What follows belongs to an exercise in optimizing a design on an open flow for small area, a short achievable clock period and few clock cycles; a production flow would make more cautious choices.
In this exercise RTL edits were held to simulation tests only and were not proved equivalent to the original.
No activity file was given, so power comes from the tool's default toggle rates.

Design ofdm_bit_core, start of the top module:
module ofdm_bit_core (
    input  wire         clk,
    input  wire         rst,           
    input  wire         req_valid,
    output wire         req_ready,
    input  wire [15:0]  req_cmd,
    output reg          rsp_valid,
    output reg  [2:0]   rsp_status,
    output reg  [8:0]   rsp_len,       
    output wire [287:0] rsp_dout
);
Size in the first run: ~1,800 cells after synthesis, ~430 flip-flops, ~20,000 µm² of cells after synthesis.
clock: 16.0 ns
lec_check: 0
cap_margin: 20
core_margin: 2
core_utilization: 40
cts_cluster_diameter: 60
cts_cluster_size: 30
place_density: 0.6
slew_margin: 20
synth_memory_max_bits: 16384
standard.sh (not shown) runs the stock make flow with config.mk's settings and CLKGATE_MAP_FILE= SYNTH_SCRIPT=/design/flow/synth_recipe.tcl, a recipe that flattens the netlist after the stock synthesis.
==> flow/flow/run.sh <==
#!/bin/bash
# The standard layout, with the port buffers made from the smallest buffer
# cell instead of the flow's default choice; repair may still upsize them.
set -euo pipefail
export BUFFER_PORTS_ARGS="-buffer_cell sky130_fd_sc_hd__buf_1"
bash standard.sh > standard_flow.log 2>&1
The baseline produced a clean layout.
Testbench counts at the start, summed over its fixed seeds: cycles 35,835.
==> next run, changes <==
CTS_CLUSTER_DIAMETER = default   (was 60)
CTS_CLUSTER_SIZE = default   (was 30)
Utilization climbs by 0.52 points; hold slack improves by 14 ps; total power climbs by 6.6%; via count stays the same; die area does not change; sequential power stays flat.
==> next run, changes <==
==> flow/run.sh (new file) <==
#!/bin/bash
# synth_recipe.tcl (not shown) runs the flow's synth.tcl, then flattens the netlist and writes it again
# the make line also repeats each setting of config.mk as NAME=value (left out here)
make -C /OpenROAD-flow-scripts/flow DESIGN_CONFIG=/design/flow/config.mk WORK_HOME=/design/flow/orfs CLKGATE_MAP_FILE= SYNTH_SCRIPT=/design/flow/synth_recipe.tcl finish
removed: flow/flow/run.sh
removed: flow/standard.sh
The new run passed the timing, design-rule and antenna checks.
Total power shrinks by 0.59%.
Final area grows by 9.1%.
First-iteration DRC count grows by 0.71%.
Hold slack gets worse by 7.2 ps.
Core utilization grows by 4.0 points.
Final cell count does not change.
Wire length grows by 3.9%.
Clock-buffer cell count shrinks by 3.
Sequential power stays flat.
Die area stays the same.

== run A ==
ofdm_bit_core again, from the RTL that the note above started with.
// ofdm_bit_core
module ofdm_bit_core (
    input  wire         clk,
    input  wire         rst,           
    input  wire         req_valid,
    output wire         req_ready,
    input  wire [15:0]  req_cmd,
    output reg          rsp_valid,
    output reg  [2:0]   rsp_status,
    output reg  [8:0]   rsp_len,       
    output wire [287:0] rsp_dout
);
    localparam [2:0] ST_OK        = 3'd0;
    localparam [2:0] ST_BADRATE   = 3'd1;
    localparam [2:0] ST_MALFORMED = 3'd3;
    localparam [2:0] ST_ILLEGAL   = 3'd4;
    assign req_ready = 1'b1;
    reg        cv;
    reg [15:0] cw;
    always @(posedge clk) begin
        cv <= req_valid & ~rst;
        cw <= req_cmd;
    end
    wire [3:0] unit = cw[15:12];
    wire [3:0] op   = cw[11:8];
    wire [7:0] imm  = cw[7:0];
    wire scr_seed = (unit == 4'd1) && (op == 4'd0) && (imm[7] == 1'b0);
    wire scr_bit  = (unit == 4'd1) && (op == 4'd1) && (imm[7:1] == 7'd0);
    wire scr_gen  = (unit == 4'd1) && (op == 4'd2) && (imm == 8'd0);
    wire enc_clr  = (unit == 4'd2) && (op == 4'd0) && (imm == 8'd0);
    wire enc_bit  = (unit == 4'd2) && (op == 4'd1) && (imm[7:1] == 7'd0);
    wire pun_strt = (unit == 4'd3) && (op == 4'd0) && (imm[7:2] == 6'd0);
    wire pun_bit  = (unit == 4'd3) && (op == 4'd1) && (imm[7:1] == 7'd0);
    wire ilv_cfg  = (unit == 4'd4) && (op == 4'd0) && (imm[7:2] == 6'd0);
    wire ilv_bit  = (unit == 4'd4) && (op == 4'd1) && (imm[7:1] == 7'd0);
  ...
==> flow/config.mk <==
export PLATFORM = sky130hd
export DESIGN_NAME = ofdm_bit_core
export DESIGN_NICKNAME = ofdm_bit_core
export VERILOG_FILES = /design/flow/design.v
export SDC_FILE = /design/flow/constraint.sdc
export NUM_CORES = 4
export LEC_CHECK = 0
export CAP_MARGIN = 20
export CORE_MARGIN = 2
export CORE_UTILIZATION = 40
export CTS_BUF_LIST = sky130_fd_sc_hd__clkbuf_4 sky130_fd_sc_hd__clkbuf_8
export PLACE_DENSITY = 0.6
export SLEW_MARGIN = 20
export SYNTH_MEMORY_MAX_BITS = 16384
==> flow/constraint.sdc <==
create_clock -name core_clock -period 16.0 [get_ports {clk}]
set_input_delay 3.2000 -clock core_clock [delete_from_list [all_inputs] [get_ports {clk}]]
set_output_delay 3.2000 -clock core_clock [all_outputs]
set_load 0.01 [all_outputs]
run.sh (not shown) runs the stock make flow with config.mk's settings and CLKGATE_MAP_FILE= SYNTH_SCRIPT=/design/flow/synth_recipe.tcl, a recipe that flattens the netlist after the stock synthesis.
Stock flow here: none of the scripts above is used.
Run A finished every step from synthesis to the final layout, and the layout passed the timing, design-rule and antenna checks.
Testbench counts of run A, summed over its fixed seeds: cycles 35,835.
### run A -> run B
- an added CTS_CLUSTER_DIAMETER of 100
- an added CTS_CLUSTER_SIZE of 25
- a deleted CTS_BUF_LIST that had been sky130_fd_sc_hd__clkbuf_4 sky130_fd_sc_hd__clkbuf_8
==> flow/flow/run.sh (new file) <==
#!/bin/bash
# The standard layout, with the port buffers made from the smallest buffer
# cell instead of the flow's default choice; repair may still upsize them.
set -euo pipefail
export BUFFER_PORTS_ARGS="-buffer_cell sky130_fd_sc_hd__buf_1"
bash standard.sh > standard_flow.log 2>&1
==> flow/standard.sh (new file) <==
#!/bin/bash
# synth_recipe.tcl (not shown) runs the flow's synth.tcl, then flattens the netlist and writes it again
# the make line also repeats each setting of config.mk as NAME=value (left out here)
make -C /OpenROAD-flow-scripts/flow DESIGN_CONFIG=/design/flow/config.mk WORK_HOME=/design/flow/orfs CLKGATE_MAP_FILE= SYNTH_SCRIPT=/design/flow/synth_recipe.tcl "${@:-finish}"
removed: flow/run.sh
Results
- Run B vs run A: post-route cell area down by more than 10%
- Final worst clock skew across run B and run A: no real change.
- Compared to run A, run B has routed wire length 6.1% lower.
- Run B -> run A: largest net degree at the start of global routing delta 0, exact match
- Cell count of the worst hold path: run A vs run B — no meaningful difference
- Compared with run A, wire length of the first global-routing pass in run B decreased by a few percent.
- Changes observed in run B relative to run A: hold slack rose by 9.0 ps, utilization lost 5.8 points, shortest clock period the worst path allows after layout now sits lower.
- Run comparison: run A source of the critical timing path u_ilv.buffer[36]; run B source of the critical timing path u_ilv.buffer[232]
- Comparing run B and run A, the higher power per cell area is on run A.

ofdm_bit_core, a different RTL version from the one above (not shown whole).
For scale: roughly 420 flip-flops, roughly 0.019 mm2 of cells after synthesis.
==> flow/config.mk <==
export PLATFORM = sky130hd
export DESIGN_NAME = ofdm_bit_core
export DESIGN_NICKNAME = ofdm_bit_core
export VERILOG_FILES = /design/flow/design.v
export SDC_FILE = /design/flow/constraint.sdc
export NUM_CORES = 4
export LEC_CHECK = 0
export CAP_MARGIN = 20
export CORE_AREA = 2.3 2.72 167.68 167.68
export CTS_CLUSTER_DIAMETER = 100
export CTS_CLUSTER_SIZE = 25
export DIE_AREA = 0 0 170.0 170.0
export PLACE_DENSITY = 0.8
export SLEW_MARGIN = 20
export SYNTH_MEMORY_MAX_BITS = 16384
==> flow/constraint.sdc <==
create_clock -name core_clock -period 16.0 [get_ports {clk}]
set_input_delay 3.2000 -clock core_clock [delete_from_list [all_inputs] [get_ports {clk}]]
set_output_delay 3.2000 -clock core_clock [all_outputs]
set_load 0.01 [all_outputs]
standard.sh (not shown) runs the stock make flow with config.mk's settings and CLKGATE_MAP_FILE= SYNTH_SCRIPT=/design/flow/synth_recipe.tcl, a recipe that flattens the netlist after the stock synthesis.
==> flow/flow/run.sh <==
#!/bin/bash
# The standard layout, with the port buffers made from the smallest buffer
# cell instead of the flow's default choice; repair may still upsize them.
set -euo pipefail
export BUFFER_PORTS_ARGS="-buffer_cell sky130_fd_sc_hd__buf_1"
bash standard.sh > standard_flow.log 2>&1
The starting point ran to the end with no violations.
Testbench counts at the start, summed over its fixed seeds: cycles 35,835.
Then changed:
Settings changed: CORE_AREA 2.3 2.72 167.68 167.68 to 2.3 2.72 223.56 223.04, DIE_AREA 0 0 170.0 170.0 to 0 0 226.01 226.01, PLACE_DENSITY 0.8 to 0.6.
Outcome: The new run completed without violations; final cell count rises by 16%; sequential power stays flat; non-clock buffer count came out higher by 6; setup slack gets worse by 0.040 ns; hold slack stays flat; routed wire length rises by 13%; critical path depth stays the same; first-iteration DRC count fell by 36%; via count went down by 1.3%.

Another version of the RTL of ofdm_bit_core (not shown whole).
Size in the first run: about 1,500 cells after synthesis, ~420 flip-flops, roughly 320 I/O pins, about 19,000 sq um of cells after synthesis.
## ofdm_bit_core
module ofdm_bit_core (
    input  wire         clk,
    input  wire         rst,           
    input  wire         req_valid,
    output wire         req_ready,
    input  wire [15:0]  req_cmd,
    output reg          rsp_valid,
    output reg  [2:0]   rsp_status,
    output reg  [8:0]   rsp_len,       
    output wire [287:0] rsp_dout
);
Settings: LEC_CHECK=0, CAP_MARGIN=20, CORE_AREA=2.3 2.72 167.68 167.68, CTS_CLUSTER_DIAMETER=100, CTS_CLUSTER_SIZE=25, DIE_AREA=0 0 170.0 170.0, PLACE_DENSITY=0.8, SLEW_MARGIN=20, SYNTH_MEMORY_MAX_BITS=16384; clock period 16.0 ns.
==> flow/flow/run.sh <==
#!/bin/bash
set -euo pipefail
export BUFFER_PORTS_ARGS="-buffer_cell sky130_fd_sc_hd__buf_1"
export CTS_ARGS="-sink_clustering_enable -repair_clock_nets -sink_clustering_size 25 -sink_clustering_max_diameter 100 -balance_levels"
bash standard.sh > standard_flow.log 2>&1
Testbench counts at the start, summed over its fixed seeds: cycles 35,835.
Rerun with:
==> flow/flow/run.sh (replaced) <==
#!/bin/bash
# The standard layout, with the port buffers made from the smallest buffer
# cell instead of the flow's default choice; repair may still upsize them.
set -euo pipefail
export BUFFER_PORTS_ARGS="-buffer_cell sky130_fd_sc_hd__buf_1"
bash standard.sh > standard_flow.log 2>&1
Settings changed: PLACE_DENSITY 0.8 to 0.5.
Outcome:
- global-route usage is lower by 0.20 points
- worst setup slack gets better by 0.040 ns
- combinational power shrinks by a few percent
- power falls slightly
- final area is about the same
Rerun with:
Settings changed: PLACE_DENSITY 0.5 to 0.95.
=> The changed run completed without violations; sequential share of layout area barely changes; global-route usage is higher by 0.41 points; wire length is higher by about 2.5%; via count is higher by 3.7%.
Rerun with:
Settings changed: PLACE_DENSITY 0.95 to 0.8.
Synthesized area stays the same.
Power falls slightly.
Setup slack loses 0.025 ns.
Global-route usage fell by 0.20 points.
Routed wire length came out lower slightly.
Sequential power barely changes.

run a:
ofdm_bit_core again, from the RTL that the note above started with.
## ofdm_bit_core
module ofdm_bit_core (
    input  wire         clk,
    input  wire         rst,           
    input  wire         req_valid,
    output wire         req_ready,
    input  wire [15:0]  req_cmd,
    output reg          rsp_valid,
    output reg  [2:0]   rsp_status,
    output reg  [8:0]   rsp_len,       
    output wire [287:0] rsp_dout
);
    localparam [2:0] ST_OK        = 3'd0;
    localparam [2:0] ST_BADRATE   = 3'd1;
    localparam [2:0] ST_MALFORMED = 3'd3;
    localparam [2:0] ST_ILLEGAL   = 3'd4;
    assign req_ready = 1'b1;
    reg        cv;
    reg [15:0] cw;
    always @(posedge clk) begin
        cv <= req_valid & ~rst;
        cw <= req_cmd;
    end
    wire [3:0] unit = cw[15:12];
    wire [3:0] op   = cw[11:8];
    wire [7:0] imm  = cw[7:0];
    wire scr_seed = (unit == 4'd1) && (op == 4'd0) && (imm[7] == 1'b0);
    wire scr_bit  = (unit == 4'd1) && (op == 4'd1) && (imm[7:1] == 7'd0);
    wire scr_gen  = (unit == 4'd1) && (op == 4'd2) && (imm == 8'd0);
    wire enc_clr  = (unit == 4'd2) && (op == 4'd0) && (imm == 8'd0);
    wire enc_bit  = (unit == 4'd2) && (op == 4'd1) && (imm[7:1] == 7'd0);
    wire pun_strt = (unit == 4'd3) && (op == 4'd0) && (imm[7:2] == 6'd0);
    wire pun_bit  = (unit == 4'd3) && (op == 4'd1) && (imm[7:1] == 7'd0);
    wire ilv_cfg  = (unit == 4'd4) && (op == 4'd0) && (imm[7:2] == 6'd0);
    wire ilv_bit  = (unit == 4'd4) && (op == 4'd1) && (imm[7:1] == 7'd0);
    wire ilv_end  = (unit == 4'd4) && (op == 4'd2) && (imm == 8'd0);
    wire map_cfg  = (unit == 4'd5) && (op == 4'd0) && (imm[7:2] == 6'd0);
    wire map_bit  = (unit == 4'd5) && (op == 4'd1) && (imm[7:1] == 7'd0);
    wire map_end  = (unit == 4'd5) && (op == 4'd2) && (imm == 8'd0);
    wire crc_init = (unit == 4'd9) && (op == 4'd0) && (imm == 8'd0);
    wire crc_byte = (unit == 4'd9) && (op == 4'd1);
    wire crc_fin  = (unit == 4'd9) && (op == 4'd2) && (imm == 8'd0);
    wire legal = scr_seed | scr_bit | scr_gen | enc_clr | enc_bit | pun_strt | pun_bit |
                 ilv_cfg | ilv_bit | ilv_end | map_cfg | map_bit | map_end |
                 crc_init | crc_byte | crc_fin;
  ...
export LEC_CHECK = 0
export CAP_MARGIN = 20
export CORE_AREA = 2.3 2.72 167.68 167.68
export CTS_CLUSTER_DIAMETER = 100
export CTS_CLUSTER_SIZE = 28
export DIE_AREA = 0 0 170.0 170.0
export PLACE_DENSITY = 0.8
export SLEW_MARGIN = 20
export SYNTH_MEMORY_MAX_BITS = 16384
create_clock -name core_clock -period 16.0 [get_ports {clk}]
==> flow/flow/run.sh <==
#!/bin/bash
# The standard layout, with the port buffers made from the smallest buffer
# cell instead of the flow's default choice; repair may still upsize them.
set -euo pipefail
export BUFFER_PORTS_ARGS="-buffer_cell sky130_fd_sc_hd__buf_1"
bash standard.sh > standard_flow.log 2>&1
Testbench counts of run a, summed over its fixed seeds: cycles 35,835.
Inputs modified between run a and run b:
- CTS_CLUSTER_SIZE: 28 -> 25
==> flow/flow/run.sh <==
#!/bin/bash
set -euo pipefail
export BUFFER_PORTS_ARGS="-buffer_cell sky130_fd_sc_hd__buf_1"
export CTS_ARGS="-sink_clustering_enable -repair_clock_nets -sink_clustering_size 25 -sink_clustering_max_diameter 100 -sink_clustering_levels 1"
bash standard.sh > standard_flow.log 2>&1
Run a → run b: overall power consumption up 0.017 mW, arrival time of the worst setup path shows no meaningful change. ~same cell count in run b and run a.

11-22:
ofdm_bit_core, a different RTL version from the one above (not shown whole).
Size in the first run: ~420 flip-flops, ~320 I/O pins, ~0.019 sq mm of cells after synthesis.
clock: 16.0 ns
lec_check: 0
cap_margin: 20
core_area: 2.3 2.72 167.68 167.68
cts_cluster_diameter: 50
cts_cluster_size: 45
die_area: 0 0 170.0 170.0
place_density: 0.8
slew_margin: 20
synth_memory_max_bits: 16384
==> flow/flow/run.sh <==
#!/bin/bash
# The standard layout, with the port buffers made from the smallest buffer
# cell instead of the flow's default choice; repair may still upsize them.
set -euo pipefail
export BUFFER_PORTS_ARGS="-buffer_cell sky130_fd_sc_hd__buf_1"
bash standard.sh > standard_flow.log 2>&1
Testbench counts of 11-22, summed over its fixed seeds: cycles 35,835.
[inputs] 07-02 vs 11-22
Settings: CTS_CLUSTER_SIZE now 30, was 45; CTS_CLUSTER_DIAMETER now 80, was 50.
==> notes.md <==
Looking at utilization, 07-02 sits 2.5 points lower than 11-22 does. Looking only at overall via count from detail_route, and setting everything else aside, the higher value of 07-02 and 11-22 goes to 11-22. 11-22 -> 07-02: non-clock buffer count flat. 07-02 vs. 11-22: portion of total power attributed to combinational logic went up; non-clock buffer share of cell area went up. Insertion delay to the later sink of the worst-skew pair for 07-02: 0.02 ns up relative to 11-22. [compare] base=11-22 new=07-02: share of post-route cells with drive strength above 1 decreased by 2.2 points relative to the old numbers, via count normalized by instance count stayed essentially flat.

[re-timing with driven ports]
The flow's constraints put no driver on any port. The routed layouts listed below were extracted and timed again, unchanged, in two steps. Step 1 assumes that a clkbuf_16 drives the clock port and a buf_2 every other input. Step 2, shift: input delay + t, output delay - t, t = (earliest + latest rising clock arrival at the registers) / 2. This alone moves slack from input paths to output paths. Slacks: no drivers / after step 1 / after step 2; pairs: no drivers / after step 1.
| run | t (ns) | setup WS [ns] | worst data-port slew with drivers (ns) |
|---|---|---|---|
| the first run of note 1 | 0.629 | 11.641 / 11.586 / 11.315 | 0.04 |
| the second run of note 1 | 0.627 | 11.634 / 11.582 / 11.329 | 0.04 |
| the third run of note 1 | 0.640 | 11.259 / 11.204 / 10.927 | 0.04 |
| run A of note 2 | 0.694 | 11.178 / 11.128 / 10.922 | 0.04 |
| run B of note 2 | 0.603 | 11.632 / 11.581 / 11.353 | 0.04 |
| the first run of note 3 | 0.580 | 11.698 / 11.648 / 11.213 | 0.04 |
| the second run of note 3 | 0.617 | 11.658 / 11.605 / 11.282 | 0.06 |
| the first run of note 4 | 0.585 | 11.647 / 11.597 / 11.129 | 0.04 |
| the second run of note 4 | 0.577 | 11.687 / 11.651 / 11.139 | 0.04 |
| the third run of note 4 | 0.583 | 11.672 / 11.628 / 11.112 | 0.05 |
| the fourth run of note 4 | 0.585 | 11.647 / 11.597 / 11.129 | 0.04 |
| run a of note 5 | 0.578 | 11.658 / 11.606 / 11.126 | 0.05 |
| run b of note 5 | 0.585 | 11.647 / 11.597 / 11.129 | 0.04 |
| 11-22 | 0.575 | 11.689 / 11.638 / 11.505 | 0.05 |
| 07-02 | 0.585 | 11.671 / 11.620 / 11.529 | 0.05 |
After both steps every run listed still meets setup and hold. The setup slack of the third run of note 4, which loses most, moves by -0.044 ns with the drivers and by -0.560 ns with both steps.
